This design comes from an exercise in tuning for small area, a short achievable clock period and few clock cycles on the open sky130 flow, not from production work.
In this exercise RTL edits were held to simulation tests only and were not proved equivalent to the original.
Power and IR drop assume default switching activity.

`flow/run.sh`:
```
#!/bin/bash
# synth_recipe.tcl (not shown) runs the flow's synth.tcl, then flattens the netlist and writes it again
# the make line also repeats each setting of config.mk as NAME=value (left out here)
make -C /OpenROAD-flow-scripts/flow DESIGN_CONFIG=/design/flow/config.mk WORK_HOME=/design/flow/orfs CLKGATE_MAP_FILE= SYNTH_SCRIPT=/design/flow/synth_recipe.tcl finish
```
`flow/config.mk`:
```
export PLATFORM = sky130hd
export DESIGN_NAME = bert_core
export DESIGN_NICKNAME = bert_core
export VERILOG_FILES = /design/flow/design.v
export SDC_FILE = /design/flow/constraint.sdc
export NUM_CORES = 4
export LEC_CHECK = 0
export CAP_MARGIN = 20
export CORE_MARGIN = 2
export CORE_UTILIZATION = 40
export SETUP_SLACK_MARGIN = 5
export SLEW_MARGIN = 20
```
`flow/constraint.sdc`:
```
create_clock -name core_clock -period 11.0 [get_ports {clk}]
set_input_delay 2.2000 -clock core_clock [delete_from_list [all_inputs] [get_ports {clk}]]
set_output_delay 2.2000 -clock core_clock [all_outputs]
set_load 0.01 [all_outputs]
```
`flow/design.v`:
```
module bert_core (
    input  wire        clk,
    input  wire        rst,
    input  wire        cmd_valid,
    output wire        cmd_ready,
    input  wire [63:0] cmd_data,
    output reg         rsp_valid,
    output reg  [3:0]  rsp_status,
    output wire [63:0] rsp_value,
    output reg         mem_req,
    output reg         mem_we,
    output reg  [31:0] mem_addr,
    output reg  [7:0]  mem_wdata,
    input  wire        mem_gnt,
    input  wire [7:0]  mem_rdata
);
    localparam [3:0] ST_OK      = 4'd0;
    localparam [3:0] ST_ILLEGAL = 4'd1;
    localparam [3:0] ST_CONFIG  = 4'd2;
    localparam [3:0] ST_NOTCONF = 4'd3;
    localparam [3:0] ST_RANGE   = 4'd4;
    localparam [2:0] S_IDLE = 3'd0;
    localparam [2:0] S_DEC  = 3'd1;
    localparam [2:0] S_GEN  = 3'd2;
    localparam [2:0] S_RD   = 3'd3;
    localparam [2:0] S_DEC2 = 3'd4;    
    function [31:0] tap_mask(input [5:0] n);
        case (n)
            6'd2:  tap_mask = 32'h00000003;
            6'd3:  tap_mask = 32'h00000006;
            6'd4:  tap_mask = 32'h0000000C;
            6'd5:  tap_mask = 32'h00000014;
            6'd6:  tap_mask = 32'h00000030;
            6'd7:  tap_mask = 32'h00000060;
            6'd8:  tap_mask = 32'h000000E1;
            6'd9:  tap_mask = 32'h00000110;
            6'd10: tap_mask = 32'h00000240;
            6'd11: tap_mask = 32'h00000500;
            6'd12: tap_mask = 32'h00000E08;
            6'd13: tap_mask = 32'h00001C80;
            6'd14: tap_mask = 32'h00003802;
            6'd15: tap_mask = 32'h00006000;
            6'd16: tap_mask = 32'h0000D008;
            6'd17: tap_mask = 32'h00012000;
            6'd18: tap_mask = 32'h00020400;
            6'd19: tap_mask = 32'h00072000;
            6'd20: tap_mask = 32'h00090000;
            6'd21: tap_mask = 32'h00140000;
            6'd22: tap_mask = 32'h00300000;
            6'd23: tap_mask = 32'h00420000;
            6'd24: tap_mask = 32'h00E10000;
            6'd25: tap_mask = 32'h01200000;
            6'd26: tap_mask = 32'h03880000;
            6'd27: tap_mask = 32'h07200000;
            6'd28: tap_mask = 32'h09000000;
            6'd29: tap_mask = 32'h14000000;
            6'd30: tap_mask = 32'h38000040;
            6'd31: tap_mask = 32'h48000000;
            6'd32: tap_mask = 32'hE0000200;
            default: tap_mask = 32'h00000000;
        endcase
    endfunction
    function slow_order(input [5:0] n);
        slow_order = (n < 6'd6) || (n == 6'd8) || (n == 6'd12) ||
                     (n == 6'd14) || (n == 6'd16);
    endfunction
    function [6:0] subsat(input [6:0] v, input [3:0] s);
        reg [7:0] d;
        begin
            d = {1'b0, v} - {4'd0, s};
            subsat = d[7] ? 7'd0 : d[6:0];
        end
    endfunction
    function [7:0] ge_mask(input [2:0] o);
        case (o)
            3'd0: ge_mask = 8'hFF; 3'd1: ge_mask = 8'hFE; 3'd2: ge_mask = 8'hFC;
            3'd3: ge_mask = 8'hF8; 3'd4: ge_mask = 8'hF0; 3'd5: ge_mask = 8'hE0;
            3'd6: ge_mask = 8'hC0; default: ge_mask = 8'h80;
        endcase
    endfunction
    function [7:0] oh8(input [2:0] o);
        case (o)
            3'd0: oh8 = 8'h01; 3'd1: oh8 = 8'h02; 3'd2: oh8 = 8'h04; 3'd3: oh8 = 8'h08;
            3'd4: oh8 = 8'h10; 3'd5: oh8 = 8'h20; 3'd6: oh8 = 8'h40; default: oh8 = 8'h80;
        endcase
    endfunction
    function sel_act(input [8:0] v, input [2:0] o, input s, input integer kk);
        integer j;
        begin
            sel_act = v[0];
            for (j = 0; j < 8; j = j + 1)
                if (o == j && kk >= j) sel_act = v[kk + 1 - j];
            if (s) sel_act = v[1];
        end
    endfunction
    function [8:0] le9(input [6:0] r);
        integer j;
        for (j = 0; j < 9; j = j + 1)
            le9[j] = (r <= j);
    endfunction
    function [3:0] pop8(input [7:0] v);
        reg [1:0] p0, p1, p2, p3;
        reg [2:0] q0, q1;
        begin
            p0 = {1'b0, v[0]} + {1'b0, v[1]};
            p1 = {1'b0, v[2]} + {1'b0, v[3]};
            p2 = {1'b0, v[4]} + {1'b0, v[5]};
            p3 = {1'b0, v[6]} + {1'b0, v[7]};
            q0 = {1'b0, p0} + {1'b0, p1};
            q1 = {1'b0, p2} + {1'b0, p3};
            pop8 = {1'b0, q0} + {1'b0, q1};
        end
    endfunction
    function [7:0] rev8(input [7:0] v);
        rev8 = {v[0], v[1], v[2], v[3], v[4], v[5], v[6], v[7]};
    endfunction
    function [7:0] sort8(input [7:0] v);
        reg [7:0] a;
        reg       h;
        begin
            a = v;
            begin h = a[0] | a[1]; a[1] = a[0] & a[1]; a[0] = h; end begin h = a[2] | a[3]; a[3] = a[2] & a[3]; a[2] = h; end begin h = a[4] | a[5]; a[5] = a[4] & a[5]; a[4] = h; end begin h = a[6] | a[7]; a[7] = a[6] & a[7]; a[6] = h; end
            begin h = a[0] | a[2]; a[2] = a[0] & a[2]; a[0] = h; end begin h = a[1] | a[3]; a[3] = a[1] & a[3]; a[1] = h; end begin h = a[4] | a[6]; a[6] = a[4] & a[6]; a[4] = h; end begin h = a[5] | a[7]; a[7] = a[5] & a[7]; a[5] = h; end
            begin h = a[1] | a[2]; a[2] = a[1] & a[2]; a[1] = h; end begin h = a[5] | a[6]; a[6] = a[5] & a[6]; a[5] = h; end
            begin h = a[0] | a[4]; a[4] = a[0] & a[4]; a[0] = h; end begin h = a[1] | a[5]; a[5] = a[1] & a[5]; a[1] = h; end begin h = a[2] | a[6]; a[6] = a[2] & a[6]; a[2] = h; end begin h = a[3] | a[7]; a[7] = a[3] & a[7]; a[3] = h; end
            begin h = a[2] | a[4]; a[4] = a[2] & a[4]; a[2] = h; end begin h = a[3] | a[5]; a[5] = a[3] & a[5]; a[3] = h; end
            begin h = a[1] | a[2]; a[2] = a[1] & a[2]; a[1] = h; end begin h = a[3] | a[4]; a[4] = a[3] & a[4]; a[3] = h; end begin h = a[5] | a[6]; a[6] = a[5] & a[6]; a[5] = h; end
            sort8 = a;
        end
    endfunction
    function [3:0] t2b(input [7:0] u);
        t2b = {u[7], u[3] & !u[7], (u[1] & !u[3]) | (u[5] & !u[7]),
               (u[0] & !u[1]) | (u[2] & !u[3]) | (u[4] & !u[5]) | (u[6] & !u[7])};
    endfunction
    reg [2:0]  st;
    reg        rb;            
    reg        rdy;
    reg [7:0]  op;
    reg [23:0] len;           
    assign cmd_ready = rdy;
    wire fmt_o_ok = (len == 24'd0) && (mem_addr[31:6] == 26'd0);
    wire fmt_q_ok = (len == 24'd0) && (mem_addr == 32'd0);
    wire [5:0] c_order = mem_addr[5:0];
    wire is_gen_init = (op == 8'h10) && fmt_o_ok;
    wire is_gen_fill = (op == 8'h11);
    wire is_chk_init = (op == 8'h20) && fmt_o_ok;
    wire is_chk_chk  = (op == 8'h21);
    wire is_query    = (op[7:3] == 5'b00101) && (op[2:0] <= 3'd4) && fmt_q_ok;
    wire order_ok  = (c_order >= 6'd2) && (c_order <= 6'd32);
    wire [24:0] rsum      = {1'b0, mem_addr[23:0]} + {1'b0, len};
    wire        range_bad = (&mem_addr[31:24]) && rsum[24] && (rsum[23:0] != 24'd0);
    wire        hi_addr   = (&mem_addr[31:24]) && (st == S_DEC);
    wire        rbad      = (st == S_DEC2) && rb;
    reg        gen_conf;
    reg [5:0]  gen_order;
    reg [31:0] gen_h;         
    reg        chk_conf;
    reg [5:0]  chk_order;
    reg        chk_sync;      
    reg [31:0] chk_h;         
    reg [5:0]  slack;         
    reg [6:0]  rem;           
    reg [5:0]  zr;            
    reg [6:0]  qr;            
    reg        clr;           
    reg [63:0] rx_v;  reg [7:1] rx_c;  reg rx_s;    
    reg [63:0] in_v;  reg [7:1] in_c;  reg in_s;
    reg [63:0] er_v;  reg [7:1] er_c;  reg er_s;
    reg [63:0] ls_v;  reg [7:1] ls_c;  reg ls_s;
    wire [63:0] rx_val = rx_s ? {64{1'b1}} : rx_v;
    wire [63:0] in_val = in_s ? {64{1'b1}} : in_v;
    wire [63:0] er_val = er_s ? {64{1'b1}} : er_v;
    wire [63:0] ls_val = ls_s ? {64{1'b1}} : ls_v;
    assign rsp_value = ({64{qoh[0]}} & rx_val) | ({64{qoh[1]}} & in_val) |
                       ({64{qoh[2]}} & er_val) | {63'd0, qoh[3] & chk_sync} |
                       ({64{qoh[4]}} & ls_val);
    reg [31:0] tp;            
    reg        ser;           
    reg        cnt0, cnt1;    
    reg [4:0]  qoh;           
    reg [7:0]  f0, f1, f2, f3, f4, f5, f6, f7;
    function [7:0] fsel(input [2:0] p, input [7:0] a0, input [7:0] a1, input [7:0] a2,
                        input [7:0] a3, input [7:0] a4, input [7:0] a5, input [7:0] a6,
                        input [7:0] a7);
        case (p)
            3'd0: fsel = a0; 3'd1: fsel = a1; 3'd2: fsel = a2; 3'd3: fsel = a3;
            3'd4: fsel = a4; 3'd5: fsel = a5; 3'd6: fsel = a6; default: fsel = a7;
        endcase
    endfunction
    reg [2:0]  wp;            
    reg [2:0]  rp_s;          
    reg [2:0]  rp_c;          
    reg [2:0]  occ;           
    reg        rvd;           
    reg [7:0]  head;          
    reg [31:0] hw;            
    reg [7:0]  pfx_s;         
    reg [2:0]  o_s;           
    reg [63:0] hist;          
    reg [7:0]  ebuf;          
    reg        va;
    reg [7:0]  xa;            
    reg [7:0]  ba;            
    reg [7:0]  nba;           
    reg [7:0]  xba;           
    reg [2:0]  oa;
    reg        sa;            
    reg [3:0]  x7a;           
    reg        vb;
    reg [7:0]  evb;           
    reg [7:0]  xb2, nb2, mb2;
    reg [2:0]  ob2;
    reg        sb;
    reg [7:0]  xe2;           
    reg        it;            
    reg [2:0]  itp;           
    reg [7:0]  pfx_c;
    reg [2:0]  o_c;
    reg        fl;            
    reg [7:0]  c_ins;
    reg [7:0]  c_err;
    reg        c_loss;
    reg [3:0]  c_ins_n, c_err_n;
    wire gen_act   = (st == S_GEN);
    wire rd_grant  = mem_req && mem_gnt && !mem_we;
    wire pipe_busy = (occ != 3'd0) || va || vb || fl || rvd || it;
    wire rx_busy   = pipe_busy || (rx_c != 7'd0);
    wire chk_busy  = pipe_busy || (c_ins != 8'd0) || c_loss || (c_ins_n != 4'd0) ||
                     (in_c != 7'd0) || (er_c != 7'd0) || (ls_c != 7'd0) || clr;
    wire dec_wait  = (op == 8'h28) ? rx_busy : chk_busy;
    wire [7:0] bb = rev8(head);
    wire       pm = gen_act || chk_sync;       
    wire [7:0] gm_s = ge_mask(o_s);
    wire [7:0] oh_s = oh8(o_s);
    reg [7:0]  lt;            
    reg [7:0]  m;             
    reg [7:0]  nbnc;          
    reg [7:0]  th;            
    reg [7:0]  t;             
    reg [7:0]  nbv;           
    reg [31:0] hterms;
    reg [7:0]  bterms;
    integer    k, i;
    always @(*) begin
        for (k = 0; k < 8; k = k + 1) begin
            lt[k]   = !gm_s[k];
            m[k]    = ser ? oh_s[k] : gm_s[k];
            nbnc[k] = lt[k] ? pfx_s[k] : bb[k];
        end
        for (k = 0; k < 8; k = k + 1) begin
            for (i = 0; i < 32; i = i + 1)
                hterms[i] = (i >= k) ? (tp[i] & hw[i - k]) : 1'b0;
            th[k] = ^hterms;
            for (i = 0; i < 8; i = i + 1) begin
                if (i >= k)
                    bterms[i] = 1'b0;
                else if (i >= 4)
                    bterms[i] = tp[i] & nbv[k - 1 - i];
                else
                    bterms[i] = tp[i] & nbnc[k - 1 - i];
            end
            t[k]   = th[k] ^ (^bterms);
            nbv[k] = lt[k] ? pfx_s[k] : (pm ? t[k] : bb[k]);
        end
    end
    wire [7:0] x  = bb ^ t;
    wire [7:0] ea = m & x & {8{chk_sync}};
    wire [7:0] ebuf_n = ea | (~m & ebuf);
    wire [71:0] uvec;
    genvar gi;
    generate
        for (gi = 0; gi < 64; gi = gi + 1) begin : g_u
            assign uvec[gi] = hist[63 - gi];
        end
        for (gi = 0; gi < 8; gi = gi + 1) begin : g_ue
            assign uvec[64 + gi] = ebuf[gi];
        end
    endgenerate
    reg  [5:0]  xsh;                                    
    wire [71:0] xw  = uvec >> xsh;
    wire a_done   = !ser || (o_s == 3'd7);
    wire gen_step = !cnt0 && ((ser && (o_s != 3'd7)) || !mem_req || mem_gnt);
    wire a_chk    = !gen_act && !fl && !it && (rp_s != wp);
    wire a_go     = gen_act ? gen_step : a_chk;
    wire [2:0] rp_s1 = rp_s + 3'd1;
    wire [7:0] h_c   = fsel(rp_c,  f0, f1, f2, f3, f4, f5, f6, f7);
    wire [7:0] h_s1  = fsel(rp_s1, f0, f1, f2, f3, f4, f5, f6, f7);
    wire [7:0] h_s0  = fsel(rp_s,  f0, f1, f2, f3, f4, f5, f6, f7);
    wire [5:0] n  = chk_order;
    wire [6:0] n2 = {chk_order, 1'b0};
    wire [7:0] m1 = sa ? oh8(oa) : ge_mask(oa);
    wire [7:0] um = sort8(m1 & xa);        
    wire [3:0] u7 = t2b(um);
    reg        sus;
    always @(*) begin
        sus = 1'b0;
        for (k = 0; k < 8; k = k + 1)
            if (slack == k) sus = um[k];
    end
    wire ite  = xb2[itp];
    wire itx  = xe2[itp];
    wire itlo = ite && !itx && (slack == 6'd0);
    wire [8:0] rem_le = le9(rem);
    wire [8:0] zr_le  = le9({1'b0, zr});
    wire [8:0] qr_le  = le9(qr);
    wire [8:0] n_le   = le9({1'b0, n});
    reg [7:0] le, mz;
    reg       full, zok, qz, cnd, lossk;
    reg [7:0] ev;
    always @(*) begin
        for (k = 0; k < 8; k = k + 1) begin
            for (i = 0; i < 8; i = i + 1) begin
                le[i] = m1[i] && (i <= k);
                mz[i] = le[i] && ((i > k) || !n_le[(k - i) & 7]);
            end
            full  = sel_act(rem_le, oa, sa, k);
            cnd   = sel_act(n_le, oa, sa, k) || sel_act(zr_le, oa, sa, k);
            zok   = !(|(xa & mz)) && cnd;
            qz    = !(|(ba & le)) && sel_act(qr_le, oa, sa, k);
            lossk = sa && xa[k] && !xba[k] && (slack == 6'd0);
            ev[k] = m1[k] && (chk_sync ? lossk : (full && zok && !qz));
        end
    end
    reg  [3:0] a7;
    always @(*) begin
        case (oa)
            3'd0: a7 = 4'd8; 3'd1: a7 = 4'd7; 3'd2: a7 = 4'd6; 3'd3: a7 = 4'd5;
            3'd4: a7 = 4'd4; 3'd5: a7 = 4'd3; 3'd6: a7 = 4'd2; default: a7 = 4'd1;
        endcase
        if (sa) a7 = 4'd1;
    end
    wire [7:0] xm  = m1 & xa;
    wire [7:0] bm  = m1 & ba;
    wire       zx7 = !(|xm);
    wire       zb7 = !(|bm);
    reg  [3:0] r7, rq7;
    always @(*) begin
        r7 = 4'd0; rq7 = 4'd0;
        for (k = 0; k < 8; k = k + 1) begin
            if (xm[k]) r7  = 4'd7 - k;
            if (bm[k]) rq7 = 4'd7 - k;
        end
        if (sa) begin r7 = 4'd0; rq7 = 4'd0; end
    end
    reg [7:0] cm;                      
    reg       anyev;
    reg [2:0] kend;                    
    always @(*) begin
        anyev = 1'b0;
        kend  = sb ? ob2 : 3'd7;
        for (k = 0; k < 8; k = k + 1) begin
            cm[k] = mb2[k] && !anyev;
            if (evb[k] && !anyev) kend = k;
            anyev = anyev || evb[k];
        end
    end
    wire       b_go   = vb && !fl;
    wire       b_done = (kend == 3'd7);
    wire [7:0] nbf    = (cm & nb2) | (~cm & pfx_c);
    function [71:0] cnt_step(input [63:0] v, input [7:1] c, input [3:0] inc);
        reg [8:0] s;
        integer j;
        begin
            s = {1'b0, v[7:0]} + {5'd0, inc};
            cnt_step[7:0] = s[7:0];
            cnt_step[64]  = s[8];
            for (j = 1; j < 8; j = j + 1) begin
                cnt_step[8*j +: 8] = v[8*j +: 8] + {7'd0, c[j]};
                cnt_step[64 + j]   = c[j] & (&v[8*j +: 8]);
            end
        end
    endfunction
    wire [71:0] rx_n = cnt_step(rx_v, rx_c, {rvd, 3'b000});
    wire [71:0] in_n = cnt_step(in_v, in_c, c_ins_n);
    wire [71:0] er_n = cnt_step(er_v, er_c, c_err_n);
    wire [71:0] ls_n = cnt_step(ls_v, ls_c, {3'd0, c_loss});
    always @(posedge clk) begin
        if (rdy) begin
            op  <= cmd_data[63:56];
            len <= cmd_data[55:32];
        end
        if (rvd) begin
            case (wp)
                3'd0: f0 <= mem_rdata; 3'd1: f1 <= mem_rdata;
                3'd2: f2 <= mem_rdata; 3'd3: f3 <= mem_rdata;
                3'd4: f4 <= mem_rdata; 3'd5: f5 <= mem_rdata;
                3'd6: f6 <= mem_rdata; default: f7 <= mem_rdata;
            endcase
            wp <= wp + 3'd1;
        end
        if (fl)
            head <= (rvd && (wp == rp_c)) ? mem_rdata : h_c;
        else if (a_chk && a_done)
            head <= (rvd && (wp == rp_s1)) ? mem_rdata : h_s1;
        else
            head <= (rvd && (wp == rp_s)) ? mem_rdata : h_s0;
        rvd <= rd_grant;
        occ <= occ + {2'd0, rd_grant} - {2'd0, b_go && b_done};
        if (clr) begin
            rx_v <= 64'd0; rx_c <= 7'd0; rx_s <= 1'b0;
            in_v <= 64'd0; in_c <= 7'd0; in_s <= 1'b0;
            er_v <= 64'd0; er_c <= 7'd0; er_s <= 1'b0;
            ls_v <= 64'd0; ls_c <= 7'd0; ls_s <= 1'b0;
        end else begin
            rx_v <= rx_n[63:0]; rx_c <= rx_n[70:64]; rx_s <= rx_s || rx_n[71];
            in_v <= in_n[63:0]; in_c <= in_n[70:64]; in_s <= in_s || in_n[71];
            er_v <= er_n[63:0]; er_c <= er_n[70:64]; er_s <= er_s || er_n[71];
            ls_v <= ls_n[63:0]; ls_c <= ls_n[70:64]; ls_s <= ls_s || ls_n[71];
        end
        clr <= 1'b0;
        va <= 1'b0;
        if (fl) begin
            hw    <= chk_h;
            pfx_s <= pfx_c;
            o_s   <= o_c;
            rp_s  <= rp_c;
            hist  <= 64'd0;
            ebuf  <= 8'd0;
        end else if (a_go) begin
            pfx_s <= nbv;
            if (a_done) begin
                o_s <= 3'd0;
                hw  <= {hw[23:0], rev8(nbv)};
            end else begin
                o_s <= o_s + 3'd1;
            end
            if (!gen_act) begin
                va    <= 1'b1;
                ebuf  <= ebuf_n;
                if (a_done) begin
                    rp_s <= rp_s1;
                    hist <= {hist[55:0], rev8(ebuf_n)};
                end
            end
        end
        if (!it) begin
            xa  <= x;
            ba  <= bb;
            nba <= nbv;
            xba <= xw[7:0];
            x7a <= t2b(sort8(m & xw[7:0]));
            oa  <= o_s;
            sa  <= ser;
        end else begin
            va  <= va && !fl;
        end
        vb <= 1'b0;
        if (!it) begin
            evb <= ev;
            xb2 <= xa;
            xe2 <= xba;
            nb2 <= nba;
            mb2 <= m1;
            ob2 <= oa;
            sb  <= sa;
            itp <= oa;
        end
        if (fl) begin
            it    <= 1'b0;
            slack <= n;
            rem   <= n2;
            zr    <= n;
            qr    <= n2;
        end else if (it) begin
            itp <= itp + 3'd1;
            evb <= 8'd1 << itp;
            if (itlo || itp == 3'd7) begin
                it <= 1'b0;
                vb <= 1'b1;
            end
            if (!itlo) begin
                evb   <= 8'd0;
                slack <= slack + {5'd0, itx} - {5'd0, ite};
            end
        end else if (va && chk_sync && !sa && sus) begin
            it <= 1'b1;
        end else if (va) begin
            vb    <= 1'b1;
            slack <= (slack + {2'd0, x7a}) - {2'd0, u7};
            rem   <= subsat(rem, a7);
            zr    <= zx7 ? subsat({1'b0, zr}, a7) : subsat({1'b0, n}, r7);
            qr    <= zb7 ? subsat(qr, a7) : subsat(n2, rq7);
        end
        fl     <= 1'b0;
        c_ins  <= 8'd0;
        c_err  <= 8'd0;
        c_loss <= 1'b0;
        if (b_go) begin
            pfx_c <= nbf;
            if (b_done) begin
                o_c   <= 3'd0;
                chk_h <= {chk_h[23:0], rev8(nbf)};
                rp_c  <= rp_c + 3'd1;
            end else begin
                o_c <= kend + 3'd1;
            end
            if (chk_sync) begin
                c_ins  <= cm;
                c_err  <= cm & xb2;
                c_loss <= anyev;
            end
            if (anyev) begin
                fl       <= 1'b1;
                chk_sync <= !chk_sync;
            end
        end
        c_ins_n <= pop8(c_ins);
        c_err_n <= pop8(c_err);
        rsp_valid <= 1'b0;
        case (st)
            S_IDLE: begin
                if (cmd_valid) begin
                    rdy <= 1'b0;
                    st  <= S_DEC;
                end
            end
            S_DEC, S_DEC2: begin
                cnt0 <= (len == 24'd0);
                cnt1 <= (len == 24'd1);
                if (!dec_wait && is_gen_fill) begin
                    hw  <= gen_h;
                    tp  <= tap_mask(gen_order);
                    ser <= slow_order(gen_order);
                end
                if (!dec_wait && is_chk_chk) begin
                    hw  <= chk_h;
                    tp  <= tap_mask(chk_order);
                    ser <= slow_order(chk_order);
                end
                if (!dec_wait) begin
                    rsp_status <= ST_OK;
                    qoh        <= 5'd0;
                    rsp_valid  <= 1'b1;
                    rdy        <= 1'b1;
                    st         <= S_IDLE;
                    o_s        <= 3'd0;
                    if (is_gen_init) begin
                        if (!order_ok) rsp_status <= ST_CONFIG;
                        else begin
                            gen_conf  <= 1'b1;
                            gen_order <= c_order;
                            gen_h     <= 32'd1;
                        end
                    end else if (is_chk_init) begin
                        if (!order_ok) rsp_status <= ST_CONFIG;
                        else begin
                            chk_conf  <= 1'b1;
                            chk_order <= c_order;
                            xsh       <= 6'd0 - {c_order[4:0], 1'b0};
                            chk_h     <= 32'd1;
                            chk_sync  <= 1'b0;
                            rem       <= {c_order, 1'b0};
                            zr        <= c_order;
                            qr        <= {c_order, 1'b0};
                            slack     <= c_order;
                            clr       <= 1'b1;
                        end
                    end else if (is_gen_fill) begin
                        if (!gen_conf) rsp_status <= ST_NOTCONF;
                        else if (hi_addr) begin
                            rsp_valid <= 1'b0;
                            rdy       <= 1'b0;
                            st        <= S_DEC2;
                            rb        <= range_bad;
                        end else if (rbad) rsp_status <= ST_RANGE;
                        else if (len != 24'd0) begin
                            rsp_valid <= 1'b0;
                            rdy       <= 1'b0;
                            st        <= S_GEN;
                        end
                    end else if (is_chk_chk) begin
                        if (!chk_conf) rsp_status <= ST_NOTCONF;
                        else if (hi_addr) begin
                            rsp_valid <= 1'b0;
                            rdy       <= 1'b0;
                            st        <= S_DEC2;
                            rb        <= range_bad;
                        end else if (rbad) rsp_status <= ST_RANGE;
                        else if (len != 24'd0) begin
                            rsp_valid <= 1'b0;
                            rdy       <= 1'b0;
                            st        <= S_RD;
                            mem_req   <= 1'b1;
                            mem_we    <= 1'b0;
                        end
                    end else if (is_query) begin
                        if (!chk_conf) rsp_status <= ST_NOTCONF;
                        else begin
                            case (op[2:0])
                                3'd0:    qoh <= 5'b00001;
                                3'd1:    qoh <= 5'b00010;
                                3'd2:    qoh <= 5'b00100;
                                3'd3:    qoh <= 5'b01000;
                                default: qoh <= 5'b10000;
                            endcase
                        end
                    end else begin
                        rsp_status <= ST_ILLEGAL;
                    end
                end
            end
            S_GEN: begin
                if (gen_step && a_done) begin
                    mem_req   <= 1'b1;
                    mem_we    <= 1'b1;
                    mem_wdata <= rev8(nbv);
                    len       <= len - 24'd1;
                    cnt0      <= cnt1;
                    cnt1      <= (len == 24'd2);
                end else if (mem_req && mem_gnt) begin
                    mem_req <= 1'b0;
                    if (cnt0) begin
                        rsp_status <= ST_OK;
                        qoh        <= 5'd0;
                        rsp_valid  <= 1'b1;
                        rdy        <= 1'b1;
                        st         <= S_IDLE;
                        gen_h      <= hw;
                    end
                end
            end
            default: begin  
                if (mem_req && !mem_gnt) begin
                end else if (!cnt1 && ({1'b0, occ} + {3'd0, rd_grant}) <= 4'd5) begin
                    mem_req <= 1'b1;
                    len     <= len - 24'd1;
                    cnt1    <= (len == 24'd2);
                end else begin
                    mem_req <= 1'b0;
                    if (rd_grant && cnt1) begin
                        rsp_status <= ST_OK;
                        qoh        <= 5'd0;
                        rsp_valid  <= 1'b1;
                        rdy        <= 1'b1;
                        st         <= S_IDLE;
                    end
                end
            end
        endcase
        if (rdy) mem_addr <= cmd_data[31:0];
        else if (mem_req && mem_gnt) mem_addr <= mem_addr + 32'd1;
        if (rst) begin
            st        <= S_IDLE;
            rdy       <= 1'b1;
            rsp_valid <= 1'b0;
            mem_req   <= 1'b0;
            mem_we    <= 1'b0;
            gen_conf  <= 1'b0;
            chk_conf  <= 1'b0;
            o_s       <= 3'd0;
            wp        <= 3'd0;
            rp_s      <= 3'd0;
            rp_c      <= 3'd0;
            occ       <= 3'd0;
            rvd       <= 1'b0;
            va        <= 1'b0;
            vb        <= 1'b0;
            it        <= 1'b0;
            fl        <= 1'b0;
            clr       <= 1'b0;
            c_ins     <= 8'd0;
            c_err     <= 8'd0;
            c_loss    <= 1'b0;
            c_ins_n   <= 4'd0;
            c_err_n   <= 4'd0;
            rx_c      <= 7'd0;
            in_c      <= 7'd0;
            er_c      <= 7'd0;
            ls_c      <= 7'd0;
            rx_v[7:0] <= 8'd0;
            in_v[7:0] <= 8'd0;
            er_v[7:0] <= 8'd0;
            ls_v[7:0] <= 8'd0;
        end
    end
endmodule
```
==> results of run 1 <==
## final cells by class
| cell class | instances | area (µm²) | share of cell area [%] |
|---|---|---|---|
| multi-input cells | 4466 | 28800 | 49.2 |
| flip-flops and latches | 908 | 21200 | 36.2 |
| clock buffers | 138 | 2920 | 4.98 |
| repair buffers | 244 | 2320 | 3.96 |
| well taps | 1742 | 2180 | 3.72 |
| clock inverters | 52 | 623 | 1.06 |
| inverters | 140 | 527 | 0.899 |
## where the power goes
part           total, mW  internal [mW]  leakage (nW)  switching [mW]
registers           5.45           4.48          7.94           0.970
clock network       3.58           2.09          1.75            1.49
logic               9.00           3.62          12.7            5.39
total               18.0           10.2          22.4            7.85
## cells by family (layout without fill, tap and decap cells)
group / count (synthesis) / after routing / share of synthesized area, %
simple gates: 2228 / 2228 / 19.9
compound gates: 1327 / 1327 / 15.3
flops: 908 / 908 / 40.7
buf+inv: 504 / 574 / 3.98
xor+xnor: 465 / 465 / 7.96
mux: 223 / 223 / 6.52
fa+ha+maj: 222 / 222 / 5.64
other cells: 1 / 1 / 0.00722
## through the flow
stage,hold slack (ps),cell area (µm²),utilization (%)
floorplan,400,52000,-
global placement,402,55000,42.6
detailed placement,407,55000,42.6
CTS,420,58500,45.3
global route,427,58600,45.4
finish,422,58600,45.4
## timing repair
item / CTS / global route
setup buffers: 0 / 1
gates resized for setup: 0 / 2
hold buffers: 0 / 0
setup endpoints to repair: 0 / 1
## worst min path at each step
stage	start	end	slack, ps
finish	nba[5]	nb2[5]	420
CTS	nba[5]	nb2[5]	420
detailed placement	nba[5]	nb2[5]	410
global placement	nba[1]	nb2[1]	400
floorplan	nba[0]	nb2[0]	400
global route	nba[5]	nb2[5]	430
## flip-flops by register name, summed over array words and instances, names as in the netlist, 24 cells and up, named ones only
| name | cells |
|---|---|
| ls_v | 64 |
| rx_v | 61 |
| mem_addr | 32 |
| hw | 32 |
| len | 24 |
| er_v | 64 |
| hist | 64 |
| tp | 32 |
| in_v | 64 |
| chk_h | 32 |
| gen_h | 32 |
## layout by cell type, fill, tap and decap left out, drive strengths merged, types with 17 or more instances in the layout
master and count:
a211oi 47, a21o 39, a21oi 379, a221oi 17, a222oi 36, a22oi 26
a31oi 29, and2 43, and3 94, buf 58, clkbuf 139, clkdlybuf4s50 185
clkinv 37, dfxtp 609, edfxtp 299, fa 22, ha 195, inv 142
mux2 99, mux2i 42, mux4 82, nand2 877, nand2b 37, nand3 201
nand4 91, nor2 467, nor2b 97, nor3 140, nor4 36, o21ai 511
o22ai 66, or2 22, or3 67, xnor2 269, xor2 192
## metal layers
| metal | track usage, % | up-vias |
|---|---|---|
| li1 | - | 20900 |
| met3 | 4.34 | 322 |
| met1 | 33.6 | 21800 |
| met2 | 38.7 | 1769 |
| met5 | 0 | - |
| met4 | 9.29 | 4 |
==> impl_metrics.toml, run 1 <==
[route]
drt-met1-wl_um = 73800
ant_nets = 0
num_vias = 44800
dr.pass1.iters = 8
routed_wl_um = 168000
drc = 0
drt_iter0_markers = 4940
maxUsedRoutingLayer = "met5"
route.met2.wl_um = 75500
wl_met3_um = 12900
avgRoutedWirePerCell_um = 21.9
via_per_inst = 5.83

[cells_and_area]
insertedDiodeCount = 0
final_cells = 7690
syn_to_final_growth_pct = 12.7
nets = 6154
nFillCells = 12500
drive_gt1_share_pct = 8.22

[logic_synthesis]
synth.distinct_cells = 103
ys_seq_area_share_pct = 40.7
synth.yosys.warnings = 85
synthTopCellsByArea = "dfxtp_1, edfxtp_1, nand2_1"
ys_ff_latch = 908
synth_ff_type = "dfxtp_1"
mappedNetlistArea_um2 = 52000
synth_common_cells = "nand2_1, dfxtp_1, o21ai_0"
synthCells = 5878
synth_top_area_share_pct = 23.5
synth-edff-count = 299
avgSynthCellArea_um2 = 8.84
yosysMostFrequentCell = "nand2_1"
synth_area_leader_cell = "dfxtp_1"
syn_nets = 6171
synthArstFlopShare_pct = 0

[sta]
tightest_slew_ps = 1140
fmax_mhz = 175
worst_slack_ps = 5300
finClkSkew_ps = 49.7
slew_viol_final = 0
fin_crit_ps = 5700
timing.final.crit_share_pct = 51.8
relSlewSlack_pct = 24.0
setup_violations = 0
fin_tns_setup_ps = 0
rsz0062_at_grt = "false"
finalHoldViolations = 0

[clocking]
path_clk_slew_ps = 60
insertion_delay_ps = 760
h-tree-depth = 3
clk_path_buf_depth = 3
numCtsBuffers = 101
cts_tree = "built"
cts_sinks = 908
clockRootBuffer = "clkbuf_16"

[run]
maxCapViolations = 0

[critical_path]
end_kind = "register"
slowest_delay_ps = 520
cp_slowest_cell = "ha_1"
worstPathRequired_ps = 11690
critPathCapture = "slack[4]"
crit_fanout = 16
reg2reg_from = "oa[0]"
critPathBufInv = 5
path_common_cell = "inv_1"
startpoint_type = "register"
path_depth = 25
path_delay_family = "compound AO/OA/AOI/OAI gates"
cp_data_arrival_time_ps = 6400
r2r-end = "slack[4]"
r2r_slack_ps = 5300
worstSetupPathType = "reg -> reg"
r2r_cells = 25
startpoint = "oa[0]"

[pwr]
ir_drop_mv = 0.460
p_leak_nw = 22.4
p_per_area_nw_per_um2 = 308
power_mw = 18.0

[min_path]
hold_depth = 0
hold_path.class = "reg -> reg"

[die]
core-area_um2 = 129000
die_area_um2 = 133000
rows = 132
boundaryPins = 188
fp.dieW_um = 364
start_util_pct = 40.2
die_y_um = 364

[placed_design]
place.port_buffers = 186
dpl_worst_slack_ps = 5200
dpl.cell_count = 7499
post-dp-hpwl_um = 118000
gp_congestion = 0.955

[global_route]
grt_pass1_vias = 41900
grt_max_degree = 92
gr-total-overflow = 0
antenna_found_initial = 4
track_usage_pct = 24.6
grt_pass1_wl_um = 255000

[run_status]
status = "complete, no violations"
Testbench counts, summed over its fixed seeds: cycles 23,216.
==> run 2: changes to the inputs <==
--- a/flow/design.v
+++ b/flow/design.v
@@ -84,12 +84,12 @@
             3'd4: oh8 = 8'h10; 3'd5: oh8 = 8'h20; 3'd6: oh8 = 8'h40; default: oh8 = 8'h80;
         endcase
     endfunction
-    function sel_act(input [8:0] v, input [2:0] o, input s, input integer kk);
+    function sel_act(input [8:0] v, input [7:0] o, input s, input integer kk);
         integer j;
         begin
-            sel_act = v[0];
-            for (j = 0; j < 8; j = j + 1)
-                if (o == j && kk >= j) sel_act = v[kk + 1 - j];
+            sel_act = 1'b0;
+            for (j = 0; j <= kk; j = j + 1)
+                sel_act = sel_act | (o[j] & v[kk + 1 - j]);
             if (s) sel_act = v[1];
         end
     endfunction
@@ -205,6 +205,7 @@
     reg [7:0]  xba;           
     reg [2:0]  oa;
     reg        sa;            
+    reg [7:0]  gma, oha;      
     reg [3:0]  x7a;           
     reg        vb;
     reg [7:0]  evb;           
@@ -227,11 +228,12 @@
     wire rx_busy   = pipe_busy || (rx_c != 7'd0);
     wire chk_busy  = pipe_busy || (c_ins != 8'd0) || c_loss || (c_ins_n != 4'd0) ||
                      (in_c != 7'd0) || (er_c != 7'd0) || (ls_c != 7'd0) || clr;
-    wire dec_wait  = (op == 8'h28) ? rx_busy : chk_busy;
+    reg  rx_busy_r, chk_busy_r;
+    wire dec_wait  = (op == 8'h28) ? rx_busy_r : chk_busy_r;
     wire [7:0] bb = rev8(head);
     wire       pm = gen_act || chk_sync;       
-    wire [7:0] gm_s = ge_mask(o_s);
-    wire [7:0] oh_s = oh8(o_s);
+    reg  [7:0] gm_s;          
+    reg  [7:0] oh_s;          
     reg [7:0]  lt;            
     reg [7:0]  m;             
     reg [7:0]  nbnc;          
@@ -288,9 +290,16 @@
     wire [7:0] h_s0  = fsel(rp_s,  f0, f1, f2, f3, f4, f5, f6, f7);
     wire [5:0] n  = chk_order;
     wire [6:0] n2 = {chk_order, 1'b0};
-    wire [7:0] m1 = sa ? oh8(oa) : ge_mask(oa);
+    wire [7:0] m1 = sa ? oha : gma;
     wire [7:0] um = sort8(m1 & xa);        
-    wire [3:0] u7 = t2b(um);
+    wire [5:0] slx = slack + {2'd0, x7a};
+    reg  [5:0] slack_n;
+    always @(*) begin
+        slack_n = um[0] ? 6'd0 : slx;
+        for (k = 1; k < 8; k = k + 1)
+            if (um[k - 1] && !um[k]) slack_n = slx - k;
+        if (um[7]) slack_n = slx - 6'd8;
+    end
     reg        sus;
     always @(*) begin
         sus = 1'b0;
@@ -313,10 +322,10 @@
                 le[i] = m1[i] && (i <= k);
                 mz[i] = le[i] && ((i > k) || !n_le[(k - i) & 7]);
             end
-            full  = sel_act(rem_le, oa, sa, k);
-            cnd   = sel_act(n_le, oa, sa, k) || sel_act(zr_le, oa, sa, k);
+            full  = sel_act(rem_le, oha, sa, k);
+            cnd   = sel_act(n_le, oha, sa, k) || sel_act(zr_le, oha, sa, k);
             zok   = !(|(xa & mz)) && cnd;
-            qz    = !(|(ba & le)) && sel_act(qr_le, oa, sa, k);
+            qz    = !(|(ba & le)) && sel_act(qr_le, oha, sa, k);
             lossk = sa && xa[k] && !xba[k] && (slack == 6'd0);
             ev[k] = m1[k] && (chk_sync ? lossk : (full && zok && !qz));
         end
@@ -408,21 +417,29 @@
             ls_v <= ls_n[63:0]; ls_c <= ls_n[70:64]; ls_s <= ls_s || ls_n[71];
         end
         clr <= 1'b0;
+        rx_busy_r  <= rx_busy;
+        chk_busy_r <= chk_busy;
         va <= 1'b0;
         if (fl) begin
             hw    <= chk_h;
             pfx_s <= pfx_c;
             o_s   <= o_c;
+            gm_s  <= ge_mask(o_c);
+            oh_s  <= oh8(o_c);
             rp_s  <= rp_c;
             hist  <= 64'd0;
             ebuf  <= 8'd0;
         end else if (a_go) begin
             pfx_s <= nbv;
             if (a_done) begin
-                o_s <= 3'd0;
+                o_s  <= 3'd0;
+                gm_s <= 8'hFF;
+                oh_s <= 8'h01;
                 hw  <= {hw[23:0], rev8(nbv)};
             end else begin
-                o_s <= o_s + 3'd1;
+                o_s  <= o_s + 3'd1;
+                gm_s <= {gm_s[6:0], 1'b0};
+                oh_s <= {oh_s[6:0], 1'b0};
             end
             if (!gen_act) begin
                 va    <= 1'b1;
@@ -440,6 +457,8 @@
             xba <= xw[7:0];
             x7a <= t2b(sort8(m & xw[7:0]));
             oa  <= o_s;
+            gma <= gm_s;
+            oha <= oh_s;
             sa  <= ser;
         end else begin
             va  <= va && !fl;
@@ -476,7 +495,7 @@
             it <= 1'b1;
         end else if (va) begin
             vb    <= 1'b1;
-            slack <= (slack + {2'd0, x7a}) - {2'd0, u7};
+            slack <= slack_n;
             rem   <= subsat(rem, a7);
             zr    <= zx7 ? subsat({1'b0, zr}, a7) : subsat({1'b0, n}, r7);
             qr    <= zb7 ? subsat(qr, a7) : subsat(n2, rq7);
@@ -534,6 +553,8 @@
                     rdy        <= 1'b1;
                     st         <= S_IDLE;
                     o_s        <= 3'd0;
+                    gm_s       <= 8'hFF;
+                    oh_s       <= 8'h01;
                     if (is_gen_init) begin
                         if (!order_ok) rsp_status <= ST_CONFIG;
                         else begin
@@ -621,7 +642,7 @@
             end
             default: begin  
                 if (mem_req && !mem_gnt) begin
-                end else if (!cnt1 && ({1'b0, occ} + {3'd0, rd_grant}) <= 4'd5) begin
+                end else if (!cnt1 && (rd_grant ? (occ <= 3'd4) : (occ <= 3'd5))) begin
                     mem_req <= 1'b1;
                     len     <= len - 24'd1;
                     cnt1    <= (len == 24'd2);
@@ -648,6 +669,8 @@
             gen_conf  <= 1'b0;
             chk_conf  <= 1'b0;
             o_s       <= 3'd0;
+            gm_s      <= 8'hFF;
+            oh_s      <= 8'h01;
             wp        <= 3'd0;
             rp_s      <= 3'd0;
             rp_c      <= 3'd0;
==> impl_metrics.toml, run 2 <==
[run_status]
status = "complete, no violations"

[route]
num_vias = 45900
routed_wl_um = 169000
via_per_inst = 5.82
ant_nets = 0
drc = 0
drt_iter0_markers = 4793
avgRoutedWirePerCell_um = 21.4
dr.pass1.iters = 12

[sta]
finClkSkew_ps = 43.3
fin_crit_ps = 5180
rsz0062_at_grt = "false"
slew_viol_final = 0
fin_tns_setup_ps = 0
fmax_mhz = 193
finalHoldViolations = 0
relSlewSlack_pct = 19.4
holdWs_ps = 419
tightest_slew_ps = 1200
timing.final.crit_share_pct = 47.1
setup_violations = 0

[global_route]
gr-total-overflow = 0
grt_pass1_wl_um = 259000
grt_max_degree = 97
antenna_found_initial = 6
grt_pass1_vias = 43400
track_usage_pct = 24.1

[clocking]
cts_sinks = 943
path_clk_slew_ps = 60
clk_path_buf_depth = 3
cts-resized-gates = 0
hold_buffers = 0
cts_tree = "built"
numCtsBuffers = 102
h-tree-depth = 3
cts_setup_buffers = 0
clockRootBuffer = "clkbuf_16"
insertion_delay_ps = 730

[logic_synthesis]
synth-edff-count = 316
synth.distinct_cells = 101
yosysMostFrequentCell = "nand2_1"
ys_ff_latch = 943
synth_top_area_share_pct = 23.5
synthTopCellsByArea = "dfxtp_1, edfxtp_1, nand2_1"
mappedNetlistArea_um2 = 53300
synth_ff_type = "dfxtp_1"
synth_area_leader_cell = "dfxtp_1"
avgSynthCellArea_um2 = 8.78
synthCells = 6074
ys_seq_area_share_pct = 41.4
synthArstFlopShare_pct = 0
syn_nets = 6366
synth.yosys.warnings = 1
synth_common_cells = "nand2_1, dfxtp_1, o21ai_0"

[pwr]
power.share.sequential_pct = 30.1
ir_drop_mv = 0.651
swShare_pct = 41.4
p_clk_share_pct = 20.4
p_switching_mw = 7.48
p_per_area_nw_per_um2 = 301
internal_power_mw = 10.6
p_leak_nw = 22.7
p_comb_share_pct = 49.5
power_mw = 18.1

[min_path]
hold_depth = 0
hold_path.class = "reg -> reg"
hold_end = "nb2[1]"
hold_start = "nba[1]"

[die]
die_y_um = 369
boundaryPins = 188
fp.dieW_um = 369
rows = 133
die_area_um2 = 136000
core-area_um2 = 132000
start_util_pct = 40.4

[critical_path]
end_kind = "register"
cp_data_arrival_time_ps = 5840
r2r_cells = 20
worstSetupPathType = "reg -> reg"
reg2reg_from = "sa"
r2r_slack_ps = 5820
r2r-end = "slack[1]"
worstPathRequired_ps = 11650
startpoint_type = "register"
crit_fanout = 45

[cells_and_area]
layout_common_cells = "nand2_1, dfxtp_1, o21ai_0, nor2_1, a21oi_1"
drive_gt1_share_pct = 7.23
layout_commonest_cell = "nand2_1"
final_cells = 7893
syn_to_final_growth_pct = 12.6
nets = 6341
insertedDiodeCount = 0
final_area_um2 = 60000

[placed_design]
place.port_buffers = 186
post-dp-hpwl_um = 117000
dpl.cell_count = 7700
gp_congestion = 0.950
place_area_um2 = 56400

[run]
maxCapViolations = 0
## run 2: cell count changes after synthesis, moves of 11 or more
cell / change
clkbuf_1: +13
a21oi_1: +45
dfxtp_1: +18
mux2_2: -41
nand2_1: +68
o221ai_1: +11
a22oi_1: +33
nand3_1: +13
o211ai_1: +13
buf_1: +16
o21ai_0: +34
edfxtp_1: +17
## run 2: worst max-delay path by stage
stage	cells after the start	startpoint	endpoint
4_1_cts	3	rx_s	rsp_value[3]
5_1_grt	21	sa	rem[6]
3_5_place_dp	12	mem_gnt	len[16]
2_1_floorplan	11	mem_gnt	len[21]
3_3_place_gp	12	mem_gnt	len[16]
6_report	20	sa	slack[1]
## run 2: worst max-delay path: stages, from the launching register on
cell and delay (ps):
edfxtp_1 320, buf_4 420, mux2_2 470, and2_1 250, nor2_1 200, o21ai_0 150, a21o_1 230, nor2_1 90
o21ai_0 130, inv_1 80, ha_1 290, or2_2 160, o211ai_1 80, o211ai_1 130, a21oi_1 90, o221ai_1 300
and2_1 420, nand2_1 380, nor2_1 540, a21oi_1 180, a21oi_1 150
## run 2: kinds of logic after synthesis
logic type,count (synthesis),share of synthesized area [%]
other,1,0.00704
DFF,943,41.4
adders and majority gates,217,5.36
xor gates and xnor gates,473,7.85
buffers and inverters,525,3.93
muxes,185,5.59
AOI/OAI and AO/OA,1430,16.1
and+or+nand+nor,2300,19.8
## run 2: through the flow
stage,util (%),worst slack [ps]
6_report,45.5,5820
5_1_grt,45.5,5380
4_1_cts,45.5,5750
3_5_place_dp,42.8,5460
3_3_place_gp,42.8,5560
2_1_floorplan,-,6880
## run 2: per-layer routing
metal	GRT usage (%)	share of wire, %	wire [µm]	vias to the layer above
met1	32.0	43	71900	22100
met5	0	0.031	52	-
met3	4.03	7.5	12600	324
li1	-	-	-	21600
met2	39.6	47	78500	1841
met4	8.30	3.4	5760	8
## run 2: power by group through the flow
stage	Combinational (mW)	Sequential (mW)	Clock (mW)
2_1_floorplan	6.52	5.00	0
3_3_place_gp	8.67	5.47	0
3_5_place_dp	8.74	5.48	0
4_1_cts	8.82	5.40	3.75
5_1_grt	9.58	5.48	3.89
6_report	8.94	5.43	3.69
## run 2: area by class of cell
cell class | count | area, µm²
fillers | 12800 | 71800
inverters | 147 | 559
repair buffers | 249 | 2340
clock buffers | 134 | 2950
well taps | 1755 | 2200
flip-flops and latches | 943 | 22100
clock inverters | 59 | 657
multi-input cells | 4606 | 29200
Testbench counts of run 2, summed over its fixed seeds: cycles 23,312.
==> run 3: changes to the inputs <==
==> flow/flow/run.sh (new file) <==
#!/bin/bash
# Standard layout, with timing repair aiming at 4.5 ns (setup margin 6.5 ns
# on the 11 ns clock) on every violating endpoint, and faster input/output
# port buffers.
set -euo pipefail
bash standard.sh SETUP_SLACK_MARGIN=6.5 TNS_END_PERCENT=100 \
    BUFFER_PORTS_ARGS="-buffer_cell sky130_fd_sc_hd__buf_4" finish > standard.log 2>&1
==> flow/standard.sh (new file) <==
#!/bin/bash
# synth_recipe.tcl (not shown) runs the flow's synth.tcl, then flattens the netlist and writes it again
# the make line also repeats each setting of config.mk as NAME=value (left out here)
make -C /OpenROAD-flow-scripts/flow DESIGN_CONFIG=/design/flow/config.mk WORK_HOME=/design/flow/orfs CLKGATE_MAP_FILE= SYNTH_SCRIPT=/design/flow/synth_recipe.tcl "${@:-finish}"
--- a/flow/config.mk
+++ b/flow/config.mk
@@ -8,5 +8,4 @@
 export CAP_MARGIN = 20
 export CORE_MARGIN = 2
 export CORE_UTILIZATION = 40
-export SETUP_SLACK_MARGIN = 5
 export SLEW_MARGIN = 20
removed: flow/run.sh
==> impl_metrics.toml, run 3 <==
[die]
die_y_um = 369
start_util_pct = 40.4
rows = 133
core-area_um2 = 132000
boundaryPins = 188
die_area_um2 = 136000
fp.dieW_um = 369

[logic_synthesis]
ys_ff_latch = 943
synth.distinct_cells = 101
synthCells = 6074
synth-edff-count = 316
synthTopCellsByArea = "dfxtp_1, edfxtp_1, nand2_1"
mappedNetlistArea_um2 = 53300
synth_common_cells = "nand2_1, dfxtp_1, o21ai_0"
synth_ff_type = "dfxtp_1"
syn_nets = 6366
synth.yosys.warnings = 1
ys_seq_area_share_pct = 41.4
synth_top_area_share_pct = 23.5
synthArstFlopShare_pct = 0
avgSynthCellArea_um2 = 8.78
synth_area_leader_cell = "dfxtp_1"
yosysMostFrequentCell = "nand2_1"

[global_route]
grt_pass1_vias = 43500
gr-total-overflow = 0
antenna_found_initial = 1
grt_max_degree = 192
grt_pass1_wl_um = 259000
track_usage_pct = 24.1

[sta]
timing.final.crit_share_pct = 40.0
fmax_mhz = 227
slew_viol_final = 0
finalHoldViolations = 0
fin_tns_setup_ps = 0
setup_violations = 0
relSlewSlack_pct = 29.4
rsz0062_at_grt = "true"
fin_crit_ps = 4400
tightest_slew_ps = 1060
worst_slack_ps = 6600
finClkSkew_ps = 48.5

[critical_path]
worstSetupPathType = "reg -> reg"
cp_data_arrival_time_ps = 5040
end_kind = "register"
crit_fanout = 12
r2r_cells = 11
startpoint_type = "register"
worstPathRequired_ps = 11640

[pwr]
p_per_area_nw_per_um2 = 301
ir_drop_mv = 0.463
power_mw = 18.0
p_leak_nw = 23.0

[clocking]
clk_path_buf_depth = 3
cts_sinks = 943
h-tree-depth = 3
insertion_delay_ps = 730
cts_tree = "built"
hold_buffers = 0
clockRootBuffer = "clkbuf_16"
numCtsBuffers = 103
path_clk_slew_ps = 60

[route]
dr.pass1.iters = 9
route.met2.wl_um = 78300
via_per_inst = 5.83
drt_iter0_markers = 4886
maxUsedRoutingLayer = "met5"
wl_met3_um = 12900
avgRoutedWirePerCell_um = 21.4
ant_nets = 0
drc = 0
num_vias = 46100
routed_wl_um = 169000
drt-met1-wl_um = 72100

[cells_and_area]
nets = 6347
insertedDiodeCount = 0
layout_common_cells = "nand2_1, dfxtp_1, o21ai_0, nor2_1, a21oi_1"
layout_commonest_cell = "nand2_1"
fin_util_pct = 45.4
drive_gt1_share_pct = 10.8
syn_to_final_growth_pct = 12.2

[min_path]
hold_path.class = "reg -> reg"
hold_depth = 0

[placed_design]
gp_congestion = 0.952
post-dp-hpwl_um = 117000
dpl_worst_slack_ps = 5950
place.port_buffers = 186

[run]
maxCapViolations = 0

[run_status]
status = "complete, no violations"
-- run 3: final timing paths --
kind | start | end | slack, ps
max | chk_order[4] | evb[2] | 6600
max reg2reg | chk_order[4] | evb[2] | 6600
min reg2reg | nba[0] | nb2[0] | 420
min | nba[0] | nb2[0] | 420
-- run 3: logic make-up after synthesis --
logic type / share of synthesized area [%]
flip-flops: 41.4
AND/OR/NAND/NOR: 19.8
adder cells (fa/ha/maj): 5.36
multiplexers: 5.59
AO/OA/AOI/OAI: 16.1
buffers and inverters: 3.93
other: 0.00704
XOR/XNOR: 7.85
-- run 3: what timing repair did --
item                       in CTS  in global routing
buffers inserted                1                  9
resized for setup              19                 32
gates cloned                    0                  1
setup endpoints to repair      98                 90
pin swaps                       0                  2
-- run 3: critical path, stage by stage (launching register included) --
cell,delay (ps)
edfxtp_1,600
nor3_1,260
buf_4,230
nand2b_1,390
a21oi_1,500
or2_2,290
a22oi_1,160
a2111oi_0,640
o21ai_0,210
a2111oi_0,590
o21ai_0,260
a21oi_1,170
-- run 3: layout make-up --
type,count,area [µm²]
inverter,147,559
tap,1755,2200
timing repair buffer,254,1990
sequential,943,22100
multi-input combinational,4606,29400
clock buffer,134,2920
fill,12800,72000
clock inverter,61,649
-- run 3: power breakdown --
part           switching (mW)  leakage (nW)  internal (mW)
registers               0.819          8.10           4.61
clock network            1.51          1.75           2.14
logic                    5.13          13.2           3.82
-- run 3: per-stage QoR --
stage	area [µm²]	hold slack (ps)	std cells
2_1_floorplan	53300	400	6074
3_3_place_gp	55900	401	7693
3_5_place_dp	55900	405	7693
4_1_cts	59500	415	7889
5_1_grt	59800	426	7900
6_report	59800	419	7900
-- run 3: per-layer routing --
metal	GRT usage (%)	vias to the layer above
met4	7.78	2
met5	0	-
li1	-	21600
met1	32.3	22300
met3	4.18	322
met2	39.2	1888
==> run 4: changes to the inputs <==
--- a/flow/design.v
+++ b/flow/design.v
@@ -225,11 +225,24 @@
     wire gen_act   = (st == S_GEN);
     wire rd_grant  = mem_req && mem_gnt && !mem_we;
     wire pipe_busy = (occ != 3'd0) || va || vb || fl || rvd || it;
-    wire rx_busy   = pipe_busy || (rx_c != 7'd0);
+    wire rx_busy   = rvd || (rx_c != 7'd0) || (st == S_RD);
     wire chk_busy  = pipe_busy || (c_ins != 8'd0) || c_loss || (c_ins_n != 4'd0) ||
                      (in_c != 7'd0) || (er_c != 7'd0) || (ls_c != 7'd0) || clr;
     reg  rx_busy_r, chk_busy_r;
     wire dec_wait  = (op == 8'h28) ? rx_busy_r : chk_busy_r;
+    wire       in_q  = (cmd_data[63:59] == 5'b00101) && (cmd_data[58:56] <= 3'd4) &&
+                       (cmd_data[55:0] == 56'd0);
+    wire       in_rx = (cmd_data[58:56] == 3'd0);
+    reg  [4:0] in_qoh;
+    always @(*) begin
+        case (cmd_data[58:56])
+            3'd0:    in_qoh = 5'b00001;
+            3'd1:    in_qoh = 5'b00010;
+            3'd2:    in_qoh = 5'b00100;
+            3'd3:    in_qoh = 5'b01000;
+            default: in_qoh = 5'b10000;
+        endcase
+    end
     wire [7:0] bb = rev8(head);
     wire       pm = gen_act || chk_sync;       
     reg  [7:0] gm_s;          
@@ -528,7 +541,11 @@
         rsp_valid <= 1'b0;
         case (st)
             S_IDLE: begin
-                if (cmd_valid) begin
+                if (cmd_valid && in_q && (in_rx ? !rx_busy_r : !chk_busy_r)) begin
+                    rsp_valid  <= 1'b1;
+                    rsp_status <= chk_conf ? ST_OK : ST_NOTCONF;
+                    qoh        <= chk_conf ? in_qoh : 5'd0;
+                end else if (cmd_valid) begin
                     rdy <= 1'b0;
                     st  <= S_DEC;
                 end
@@ -552,9 +569,6 @@
                     rsp_valid  <= 1'b1;
                     rdy        <= 1'b1;
                     st         <= S_IDLE;
-                    o_s        <= 3'd0;
-                    gm_s       <= 8'hFF;
-                    oh_s       <= 8'h01;
                     if (is_gen_init) begin
                         if (!order_ok) rsp_status <= ST_CONFIG;
                         else begin
==> flow/flow/run.sh (replaced) <==
#!/bin/bash
# Standard layout, with timing repair aiming at 4.0 ns (setup margin 7.0 ns on
# the 11 ns clock) on every violating endpoint, and faster port buffers.
set -euo pipefail
bash standard.sh SETUP_SLACK_MARGIN=7.0 TNS_END_PERCENT=100 \
    BUFFER_PORTS_ARGS="-buffer_cell sky130_fd_sc_hd__buf_4" finish > standard.log 2>&1
==> impl_metrics.toml, run 4 <==
[run_status]
status = "complete, no violations"

[logic_synthesis]
synthCells = 6034
synthArstFlopShare_pct = 0
ys_ff_latch = 941
synth_area_leader_cell = "dfxtp_1"
synth-edff-count = 315
synth_ff_type = "dfxtp_1"
synth_common_cells = "nand2_1, dfxtp_1, o21ai_0"
yosysMostFrequentCell = "nand2_1"
ys_seq_area_share_pct = 41.3
synth.yosys.warnings = 1
synthTopCellsByArea = "dfxtp_1, edfxtp_1, nand2_1"
mappedNetlistArea_um2 = 53200
synth_top_area_share_pct = 23.6
avgSynthCellArea_um2 = 8.82
synth.distinct_cells = 97
syn_nets = 6326

[global_route]
grt_max_degree = 100
antenna_found_initial = 1
gr-total-overflow = 0
grt_pass1_vias = 44800
track_usage_pct = 25.2
grt_pass1_wl_um = 269000

[clocking]
clockRootBuffer = "clkbuf_16"
clk_path_buf_depth = 3
h-tree-depth = 3
cts_tree = "built"
numCtsBuffers = 103
insertion_delay_ps = 730
path_clk_slew_ps = 60
cts_sinks = 941

[cells_and_area]
seqCellArea_um2 = 22100
insertedDiodeCount = 0
drive_gt1_share_pct = 16.3
multiInputGateArea_um2 = 30300
final_cells = 8061
final_area_um2 = 62900
nets = 6510
layout_commonest_cell = "nand2_1"
fin_util_pct = 47.7
layout_common_cells = "nand2_1, dfxtp_1, o21ai_0, nor2_1, buf_4"
syn_to_final_growth_pct = 18.3
nFillCells = 12400

[sta]
finalHoldViolations = 0
finClkSkew_ps = 31.9
slew_viol_final = 0
worst_slack_ps = 6830
relSlewSlack_pct = 29.4
fin_tns_setup_ps = 0
tightest_slew_ps = 1060
rsz0062_at_grt = "true"
fin_crit_ps = 4170
timing.final.crit_share_pct = 37.9
fmax_mhz = 240
setup_violations = 0

[critical_path]
reg2reg_from = "len[12]"
worstSetupPathType = "reg -> out"
crit_fanout = 64
r2r_cells = 18
cp_data_arrival_time_ps = 1970
startpoint_type = "register"
worstPathRequired_ps = 8800
startpoint = "qoh[1]"
end_kind = "output pin"
r2r_slack_ps = 6960

[die]
die_area_um2 = 136000
boundaryPins = 188
start_util_pct = 40.4
core-area_um2 = 132000
fp.dieW_um = 369
rows = 133
die_y_um = 369

[route]
via_per_inst = 5.86
ant_nets = 0
drc = 0
dr.pass1.iters = 7
num_vias = 47300
routed_wl_um = 179000
drt_iter0_markers = 4823
avgRoutedWirePerCell_um = 22.1

[pwr]
power.share.sequential_pct = 34.6
p_per_area_nw_per_um2 = 242
internal_power_mw = 9.18
p_switching_mw = 6.03
p_leak_nw = 24.6
ir_drop_mv = 0.224
p_comb_share_pct = 41.3
p_clk_share_pct = 24.1
swShare_pct = 39.6

[min_path]
hold_start = "nba[5]"
hold_depth = 0
hold_end = "nb2[5]"
hold_path.class = "reg -> reg"

[placed_design]
gp_congestion = 0.952
place.port_buffers = 186
dpl.cell_count = 7649
post-dp-hpwl_um = 119000
place_area_um2 = 55900
dpl_worst_slack_ps = 5810

[run]
maxCapViolations = 0
[run 4: cell count changes after synthesis, sizes merged, moves of 11 or more]
cell / previous run / this run
a21o: 32 / 21
a21oi: 425 / 326
a31oi: 20 / 32
buf: 104 / 51
clkbuf: 274 / 327
mux2i: 44 / 61
nand2: 947 / 890
nand3: 214 / 271
nor3: 141 / 113
nor4: 32 / 44
o21ai: 539 / 567
xor2: 193 / 206
[run 4: critical path: stages (launching register included)]
cell	delay [ps]
edfxtp_1	410
buf_12	200
o21ai_0	140
nand4_1	220
buf_4	220
[run 4: worst max path at each step]
stage               endpoint  slack, ps
2_1_floorplan       register       6900
3_3_place_gp          qoh[4]       5820
3_5_place_dp           st[0]       5810
4_1_cts        rsp_value[14]       6780
5_1_grt                   rb       6760
6_report       rsp_value[11]       6830
[run 4: what timing repair did]
item                                   CTS  global route
hold buffers                             0             0
endpoints found under the hold margin    0             0
gates cloned                            10             3
setup endpoints to repair              229           229
pin swaps                               42            67
gates resized for setup                235           141
setup buffers                          141            64
[run 4: power groups by stage]
stage               Combinational, mW  Clock, mW  Sequential (mW)
detailed placement               5.66          0             5.30
floorplan                        4.17          0             4.77
global route                     6.75       3.86             5.31
CTS                              5.85       3.73             5.22
global placement                 5.62          0             5.29
finish                           6.28       3.67             5.27
[run 4: routing by layer]
layer | up-vias | part of all wire, % | GRT usage (%) | wire length, µm
met5 | - | 0 | 0 | 0
met4 | 0 | 4.8 | 11.1 | 8510
met3 | 453 | 7.8 | 4.07 | 14000
met2 | 2128 | 46 | 41.0 | 82700
met1 | 22700 | 41 | 32.9 | 73300
li1 | 22000 | - | - | -
[run 4: cell families after synthesis]
group / after synthesis / synth area share, %
XOR/XNOR: 477 / 7.93
AO/OA/AOI/OAI: 1359 / 15.4
other: 1 / 0.00705
adder cells (fa/ha/maj): 218 / 5.39
buffers and inverters: 519 / 3.74
AND/OR/NAND/NOR: 2312 / 20.2
multiplexers: 207 / 5.99
flip-flops: 941 / 41.3
[run 4: area by class of cell]
type	instances	area share, %
flip-flops and latches	941	35.1
inverters	141	0.889
clock inverters	55	1.02
well taps	1755	3.49
clock buffers	138	4.71
repair buffers	454	6.62
multi-input cells	4576	48.2
repair inverters	1	0.00795
[run 4: stage by stage]
stage | hold WS, ps | power (mW)
after floorplan | 400 | 8.94
after detailed placement | 408 | 11.0
after CTS | 423 | 14.8
final | 421 | 15.2
after global placement | 401 | 10.9
after global routing | 426 | 15.9
Testbench counts of run 4, summed over its fixed seeds: cycles 22,912.
==> run 5: changes to the inputs <==
--- a/flow/config.mk
+++ b/flow/config.mk
@@ -5,6 +5,7 @@
 export SDC_FILE = /design/flow/constraint.sdc
 export NUM_CORES = 4
 export LEC_CHECK = 0
+export ABC_AREA = 1
 export CAP_MARGIN = 20
 export CORE_MARGIN = 2
 export CORE_UTILIZATION = 40
==> impl_metrics.toml, run 5 <==
[run_status]
status = "complete, no violations"

[clocking]
h-tree-depth = 3
insertion_delay_ps = 750
cts_sinks = 941
numCtsBuffers = 102
clockRootBuffer = "clkbuf_16"
cts_tree = "built"
path_clk_slew_ps = 70
clk_path_buf_depth = 3

[route]
avgRoutedWirePerCell_um = 19.9
dr.pass1.iters = 8
routed_wl_um = 187000
ant_nets = 0
via_per_inst = 5.52
num_vias = 51800
drt_iter0_markers = 4577
drc = 0

[sta]
relSlewSlack_pct = 24.7
finalHoldViolations = 0
fmax_mhz = 228
fin_tns_setup_ps = 0
tightest_slew_ps = 1130
setup_violations = 0
holdWs_ps = 412
fin_crit_ps = 4380
slew_viol_final = 0
timing.final.crit_share_pct = 39.8
finClkSkew_ps = 39.3
rsz0062_at_grt = "true"

[logic_synthesis]
synth_top_area_share_pct = 22.7
yosysMostFrequentCell = "nand2_1"
synthTopCellsByArea = "dfxtp_1, edfxtp_1, nand2_1"
synth_ff_type = "dfxtp_1"
synth_area_leader_cell = "dfxtp_1"
ys_ff_latch = 941
ys_seq_area_share_pct = 39.9
synth_common_cells = "nand2_1, inv_1, o21ai_0"
synthArstFlopShare_pct = 0
synthCells = 7404
synth.distinct_cells = 80
syn_nets = 7696
avgSynthCellArea_um2 = 7.45
mappedNetlistArea_um2 = 55200
synth-edff-count = 315
synth.yosys.warnings = 1

[placed_design]
place.port_buffers = 186
post-dp-hpwl_um = 130000
place_area_um2 = 57900
gp_congestion = 0.932

[cells_and_area]
syn_to_final_growth_pct = 15.3
insertedDiodeCount = 0
nFillCells = 13600
final_area_um2 = 63600
fin_util_pct = 46.4
multiInputGateArea_um2 = 29100
seqCellArea_um2 = 22000
layout_common_cells = "nand2_1, inv_1, nor2_1, dfxtp_1, o21ai_0"
nets = 7797
drive_gt1_share_pct = 10.6
layout_commonest_cell = "nand2_1"

[run]
maxCapViolations = 0

[critical_path]
startpoint = "qoh[2]"
reg2reg_from = "mem_addr[1]"
end_kind = "output pin"
startpoint_type = "register"
worstSetupPathType = "reg -> out"
worstPathRequired_ps = 8800
cp_data_arrival_time_ps = 2180
crit_fanout = 8

[pwr]
p_clk_share_pct = 21.5
p_switching_mw = 7.58
power_mw = 17.0
p_leak_nw = 27.3
p_per_area_nw_per_um2 = 267
ir_drop_mv = 0.169
power.share.sequential_pct = 31.1
p_comb_share_pct = 47.4
internal_power_mw = 9.40
swShare_pct = 44.6

[die]
rows = 136
die_area_um2 = 141000
start_util_pct = 40.2
boundaryPins = 188
die_y_um = 375
fp.dieW_um = 375
core-area_um2 = 137000

[global_route]
gr-total-overflow = 0
grt_pass1_wl_um = 288000
track_usage_pct = 25.9
antenna_found_initial = 3
grt_max_degree = 92
grt_pass1_vias = 49100

[min_path]
hold_start = "nba[6]"
hold_path.class = "reg -> reg"
## run 5: area by class of cell
class	count	share of cell area, %
inverters	943	5.66
flip-flops and latches	941	34.6
repair buffers	304	4.83
repair inverters	2	0.0157
well taps	1794	3.53
multi-input cells	5211	45.8
clock buffers	143	4.52
clock inverters	51	1.06
## run 5: critical path, stage by stage, from the launching register on
cell and delay [ps]:
edfxtp_1 460, buf_12 200, buf_12 150, buf_4 140
o21ai_2 40, nand4_1 210, buf_4 220
## run 5: path summary, 6_finish.rpt
check	endpoint	slack (ps)	cells after the start
worst max-delay path	rsp_value[9]	6620	6
worst min-delay path	nb2[6]	410	0
worst max register to register	rb	7230	15
worst min register to register	nb2[6]	410	0
## run 5: cells by family (layout without fill, tap and decap cells)
kind of cell / count (synthesis) / in the layout / synth area share [%]
AO/OA/AOI/OAI: 1593 / 1593 / 16.9
XOR/XNOR: 303 / 303 / 4.81
adder cells (fa/ha/maj): 216 / 216 / 5.16
buffers and inverters: 1254 / 1443 / 8.81
flip-flops: 941 / 941 / 39.9
multiplexers: 46 / 46 / 0.912
other: 1 / 1 / 0.00680
AND/OR/NAND/NOR: 3050 / 3052 / 23.6
## run 5: routing by layer
| layer | part of all wire [%] | vias up | track usage (%) | wire length, µm |
|---|---|---|---|---|
| met4 | 4.0 | 2 | 10.2 | 7550 |
| met5 | 0.0069 | - | 0 | 13 |
| met1 | 43 | 24500 | 34.5 | 81100 |
| met3 | 6.5 | 371 | 3.48 | 12100 |
| met2 | 46 | 1835 | 42.6 | 86400 |
| li1 | - | 25100 | - | - |
## run 5: power by group through the flow
stage | combinational (mW) | sequential, mW | clock (mW)
after detailed placement | 7.45 | 5.33 | 0
after floorplan | 5.39 | 4.93 | 0
after global routing | 8.90 | 5.35 | 3.85
final | 8.05 | 5.27 | 3.65
after global placement | 7.36 | 5.32 | 0
after CTS | 7.89 | 5.27 | 3.72
## run 5: per-stage QoR
| stage | setup slack, ps | cells |
|---|---|---|
| after floorplan | 7050 | 7404 |
| after global placement | 6190 | 9118 |
| after detailed placement | 5980 | 9118 |
| after CTS | 6610 | 9369 |
| after global routing | 6580 | 9389 |
| final | 6620 | 9389 |
## run 5: what timing repair did
action                                  4_1_cts  5_1_grt
resized for setup                           345       84
pin swaps                                    57       45
hold buffers                                  0        0
gates cloned                                 27        0
setup buffers                                30       20
endpoints found under the setup margin      202      177

afterwards: timing with drivers on the ports:
The results above use ideal ports. As a check the final layouts listed here were re-extracted and re-timed, cells and wires unchanged.
Step 1 sets driving cells, clkbuf_16 on the clock port and buf_2 on the other inputs (assumed; they add their load-dependent delay and slew).
Step 2 also shifts input and output timing later by t, the mid clock arrival at the registers, as if the neighbouring blocks saw the same clock.
a / b / c = no drivers / after step 1 / after step 2; a / b = the first two.
| run | t, ns | slack for setup (ns) | slew at the worst register clock pin (ns) |
|---|---|---|---|
| run 1 | 0.818 | 5.299 / 5.299 / 5.106 | 0.07 / 0.07 |
| run 2 | 0.788 | 5.818 / 5.818 / 5.337 | 0.07 / 0.07 |
| run 3 | 0.790 | 6.595 / 6.542 / 6.111 | 0.07 / 0.07 |
| run 4 | 0.789 | 6.835 / 6.755 / 6.269 | 0.07 / 0.07 |
| run 5 | 0.808 | 6.623 / 6.545 / 6.442 | 0.07 / 0.07 |
After both steps setup and hold are still met in every run listed. For run 4, which loses most, drivers alone change the setup slack by -0.080 ns; drivers and shift together by -0.566 ns.
